Source: an optimization exercise on an open RTL-to-GDS flow (aim: small area, a short achievable clock period and few clock cycles). Production flows keep margins and buffers that such runs may drop. Only simulation tests tie the RTL to the original design; equivalence was not proved. Power figures rest on the tool's default switching activity, not on a simulated workload.

==> flow/design.v <==
module py8bit_core (
    input  wire        clk,
    input  wire        rst,          
    input  wire        host_we,
    input  wire [7:0]  host_addr,
    input  wire [7:0]  host_wdata,
    output reg  [7:0]  host_rdata,   
    input  wire [2:0]  reg_sel,
    output reg  [7:0]  reg_rdata,    
    output wire [7:0]  pc,
    output wire [3:0]  flags,        
    output wire        halted
);
    localparam OP_NOP   = 4'd0;
    localparam OP_LOAD  = 4'd1;
    localparam OP_STORE = 4'd2;
    localparam OP_MOV   = 4'd3;
    localparam OP_ADD   = 4'd4;
    localparam OP_SUB   = 4'd5;
    localparam OP_AND   = 4'd6;
    localparam OP_OR    = 4'd7;
    localparam OP_XOR   = 4'd8;
    localparam OP_NOT   = 4'd9;
    localparam OP_SHL   = 4'd10;
    localparam OP_SHR   = 4'd11;
    localparam OP_JMP   = 4'd12;
    localparam OP_JZ    = 4'd13;
    localparam OP_JNZ   = 4'd14;
    localparam OP_HALT  = 4'd15;
    localparam LB = 2;               
    localparam NB = 1 << LB;
    localparam RB = 8 - LB;          
    localparam NR = 1 << RB;         
    reg [7:0]    mem [0:255];        
    reg [7:0]    regs [0:7];
    reg [7:0]    pc_q;               
    reg [7:0]    fh_q [0:NB-1];      
    reg [7:0]    fl_q [0:NB-1];
    reg [7:0]    ih_q, il_q;         
    reg [15:0]   ir_q;               
    reg [7:0]    ipc_q;              
    reg          xv_q;               
    reg          d_load, d_store, d_mov, d_alu;
    reg          taken_q;            
    reg [NB-1:0] usel_q;             
    reg          halted_q;
    reg          flag_z, flag_c, flag_n, flag_v;
    wire [3:0] opcode = ir_q[15:12];
    wire [3:0] rd     = ir_q[11:8];
    wire [3:0] rs1    = ir_q[7:4];
    wire [3:0] rs2    = ir_q[3:0];
    wire [7:0] addr   = ir_q[7:0];
    wire x_load  = xv_q && d_load;
    wire x_store = xv_q && d_store;
    wire x_alu   = xv_q && d_alu;
    wire taken   = taken_q;
    wire [7:0] val_rs1 = rs1[3] ? 8'h00 : regs[rs1[2:0]];
    wire [7:0] val_rs2 = rs2[3] ? 8'h00 : regs[rs2[2:0]];
    wire [7:0] val_rd  = rd[3]  ? 8'h00 : regs[rd[2:0]];
    wire [7:0]    fa    = taken ? addr : pc_q;
    wire [LB-1:0] fab   = fa[LB-1:0];
    wire [LB-1:0] fab1  = fab + 1'b1;
    wire [LB-1:0] ldb   = addr[LB-1:0];
    wire [7:0]   hh = 8'd1 << host_addr[7:5];
    wire [7:0]   hl = 8'd1 << host_addr[4:2];
    reg [7:0]    bout [0:NB-1];
    reg [7:0]    bh, bl;
    integer b, r;
    always @(*) begin
        for (b = 0; b < NB; b = b + 1) begin
            if (halted_q) begin
                bh = hh; bl = hl;
            end else if (usel_q[b]) begin
                bh = ih_q; bl = il_q;
            end else begin
                bh = fh_q[b]; bl = fl_q[b];
            end
            bout[b] = 8'h00;
            for (r = 0; r < NR; r = r + 1)
                bout[b] = bout[b] | (mem[r * NB + b] & {8{bh[r / 8] & bl[r % 8]}});
        end
    end
    wire [15:0]   fword = {bout[fab1], bout[fab]};
    wire [LB-1:0] bsel  = halted_q ? host_addr[LB-1:0] : ldb;
    wire [7:0]    rbyte = bout[bsel];
    reg [7:0] alu_y;
    reg       alu_c, alu_v;
    reg [8:0] sum;
    always @(*) begin
        sum   = 9'd0;
        alu_y = val_rs1;
        alu_c = 1'b0;
        alu_v = 1'b0;
        case (opcode)
            OP_ADD: begin
                sum   = {1'b0, val_rs1} + {1'b0, val_rs2};
                alu_y = sum[7:0];
                alu_c = sum[8];
                alu_v = (val_rs1[7] == val_rs2[7]) && (sum[7] != val_rs1[7]);
            end
            OP_SUB: begin
                sum   = {1'b0, val_rs1} + {1'b0, ~val_rs2} + 9'd1;
                alu_y = sum[7:0];
                alu_c = ~sum[8];
                alu_v = (val_rs1[7] != val_rs2[7]) && (sum[7] != val_rs1[7]);
            end
            OP_AND: alu_y = val_rs1 & val_rs2;
            OP_OR:  alu_y = val_rs1 | val_rs2;
            OP_XOR: alu_y = val_rs1 ^ val_rs2;
            OP_NOT: alu_y = ~val_rs1;
            OP_SHL: begin
                alu_y = {val_rs1[6:0], 1'b0};
                alu_c = val_rs1[7];
            end
            OP_SHR: begin
                alu_y = {1'b0, val_rs1[7:1]};
                alu_c = val_rs1[0];
            end
            default: ;
        endcase
    end
    wire alu_zero = (alu_y == 8'h00);
    reg zq;
    always @(*) begin
        case (opcode)
            OP_ADD:  zq = ((val_rs1 ^ val_rs2) == {val_rs1[6:0] | val_rs2[6:0], 1'b0});
            OP_SUB:  zq = (val_rs1 == val_rs2);
            OP_AND:  zq = ((val_rs1 & val_rs2) == 8'h00);
            OP_OR:   zq = ((val_rs1 | val_rs2) == 8'h00);
            OP_XOR:  zq = (val_rs1 == val_rs2);
            OP_NOT:  zq = (val_rs1 == 8'hFF);
            OP_SHL:  zq = (val_rs1[6:0] == 7'h00);
            OP_SHR:  zq = (val_rs1[7:1] == 7'h00);
            default: zq = (val_rs1 == 8'h00);
        endcase
    end
    wire z_fwd = x_alu ? zq : flag_z;
    wire [7:0] pc_plus1 = pc_q + 8'd1;
    wire conflict  = x_load && ((ldb == pc_q[LB-1:0]) || (ldb == pc_q[LB-1:0] + 1'b1));
    wire fa_bad    = taken && (fab == {LB{1'b1}});
    wire store_hit = x_store && ((addr == pc_q) || (addr == pc_plus1));
    wire f_ok      = !conflict && !fa_bad && !store_hit;
    wire [3:0] f_op   = fword[15:12];
    wire       f_halt = (f_op == OP_HALT);
    wire       f_taken = (f_op == OP_JMP) ||
                         ((f_op == OP_JZ)  &&  z_fwd) ||
                         ((f_op == OP_JNZ) && !z_fwd);
    wire       f_load = (f_op == OP_LOAD);
    wire [7:0]    nfa    = f_ok ? fa + 8'd2 : fa;
    wire [RB-1:0] nfrow  = nfa[7:LB];
    wire [RB-1:0] nfrow0 = nfa[7:LB] + (nfa[LB-1:0] == {LB{1'b1}});
    integer k;
    always @(posedge clk) begin
        if (rst) begin
            pc_q     <= 8'h00;
            for (k = 0; k < NB; k = k + 1)
            begin
                fh_q[k] <= 8'd1;
                fl_q[k] <= 8'd1;
            end
            xv_q     <= 1'b0;
            taken_q  <= 1'b0;
            usel_q   <= {NB{1'b0}};
            halted_q <= 1'b0;
        end else if (!halted_q) begin
            pc_q <= nfa;
            for (k = 0; k < NB; k = k + 1)
            begin
                fh_q[k] <= 8'd1 << ((k == 0) ? nfrow0[5:3] : nfrow[5:3]);
                fl_q[k] <= 8'd1 << ((k == 0) ? nfrow0[2:0] : nfrow[2:0]);
            end
            xv_q     <= f_ok && !f_halt;
            taken_q  <= f_ok && f_taken;
            for (k = 0; k < NB; k = k + 1)
                usel_q[k] <= f_ok && (f_taken || (f_load && fword[LB-1:0] == k));
            halted_q <= f_ok && f_halt;
            if (f_ok) begin
                ir_q    <= fword;
                ih_q    <= 8'd1 << fword[7:5];
                il_q    <= 8'd1 << fword[4:2];
                ipc_q   <= fa;
                d_load  <= (f_op == OP_LOAD);
                d_store <= (f_op == OP_STORE);
                d_mov   <= (f_op == OP_MOV);
                d_alu   <= (f_op >= OP_ADD) && (f_op <= OP_SHR);
            end
        end
    end
    wire reg_we = (x_alu || x_load || (xv_q && d_mov)) && !rd[3];
    wire [7:0] reg_wdata = x_load ? rbyte : alu_y;
    always @(posedge clk) begin
        if (!rst && !halted_q) begin
            if (reg_we)
                regs[rd[2:0]] <= reg_wdata;
            if (x_alu) begin
                flag_z <= alu_zero;
                flag_c <= alu_c;
                flag_n <= alu_y[7];
                flag_v <= alu_v;
            end
        end
    end
    wire       st_we = x_store && !rst && !halted_q;
    wire       m_we  = host_we || st_we;
    wire [7:0] m_wa  = host_we ? host_addr : addr;
    wire [7:0] m_wd  = host_we ? host_wdata : val_rd;
    wire [255:0] w_hot = {255'd0, m_we} << m_wa;
    genvar g;
    generate
        for (g = 0; g < 256; g = g + 1) begin : g_mem
            always @(posedge clk)
                if (w_hot[g])
                    mem[g] <= m_wd;
        end
    endgenerate
    always @(posedge clk) begin
        host_rdata <= rbyte;
        reg_rdata  <= regs[reg_sel];
    end
    assign pc         = ipc_q;
    assign flags      = {flag_z, flag_c, flag_n, flag_v};
    assign halted     = halted_q;
endmodule
clock: 8.0 ns
lec_check: 0
cap_margin: 20
core_margin: 2
core_utilization: 40
cts_buf_list: sky130_fd_sc_hd__clkbuf_8
cts_cluster_size: 25
setup_slack_margin: 4.5
slew_margin: 40
tns_end_percent: 2
run.sh (not shown) runs the stock make flow with config.mk's settings and CLKGATE_MAP_FILE= SYNTH_SCRIPT=/design/flow/synth_recipe.tcl, a recipe that flattens the netlist after the stock synthesis.
Testbench counts at the start, summed over its fixed seeds: cycles 61,609.
Change:
--- a/flow/config.mk
+++ b/flow/config.mk
@@ -13,3 +13,3 @@
 export SETUP_SLACK_MARGIN = 4.5
 export SLEW_MARGIN = 40
-export TNS_END_PERCENT = 2
+export TNS_END_PERCENT = 10
Wire length rises by 0.83%.
Utilization rose by 0.75 points.
Global-route usage increases by 0.10 points.
Via count climbs by about 0.75%.
Clock skew hardly moves.
Synthesized cell count stays the same.
Worst hold slack is worse by 0.0044 ns.
Change:
--- a/flow/config.mk
+++ b/flow/config.mk
@@ -8,5 +8,5 @@
 export CAP_MARGIN = 20
 export CORE_MARGIN = 2
-export CORE_UTILIZATION = 40
+export CORE_UTILIZATION = 50
 export CTS_BUF_LIST = sky130_fd_sc_hd__clkbuf_8
 export CTS_CLUSTER_SIZE = 25
Result: The changed run went through all stages and came out clean; global-route usage went up by 10 points; clock-buffer cell count went down by 20; cell area went up by about 1.1%; synthesized area does not change; first-iteration DRC count went up by 5.7%; critical path depth went down by 3; setup slack degrades by 0.18 ns; clock power stays flat; final cell count went down by 4.9%; hold slack stays flat.

-- port drivers added, routing unchanged --
No port has a modelled driver above. Below, the same layouts with a new extraction and two added sets of constraints.
Step 1 (the two cells are an assumption about what drives the block):
set clk [get_ports {clk}]
set_driving_cell -lib_cell sky130_fd_sc_hd__clkbuf_16 $clk
set_driving_cell -lib_cell sky130_fd_sc_hd__buf_2 [delete_from_list [all_inputs] $clk]
Step 2 times the ports against the registers' clock, not the clock port: input delays grow and output delays shrink by t, the midpoint of the rising clock arrivals with the driver on.
Three values: ideal, step 1, step 2; two values: the first two.
run	t (ns)	setup slack, ns	pins driven straight from the clock port
the first run	1.198	3.471 / 3.418 / 2.221	1
the second run	1.216	3.540 / 3.459 / 2.243	1
the third run	1.194	3.364 / 3.244 / 2.050	1
After both steps every run listed still meets setup and hold. The setup slack of the third run, which loses most, moves by -0.120 ns with the drivers and by -1.314 ns with both steps.
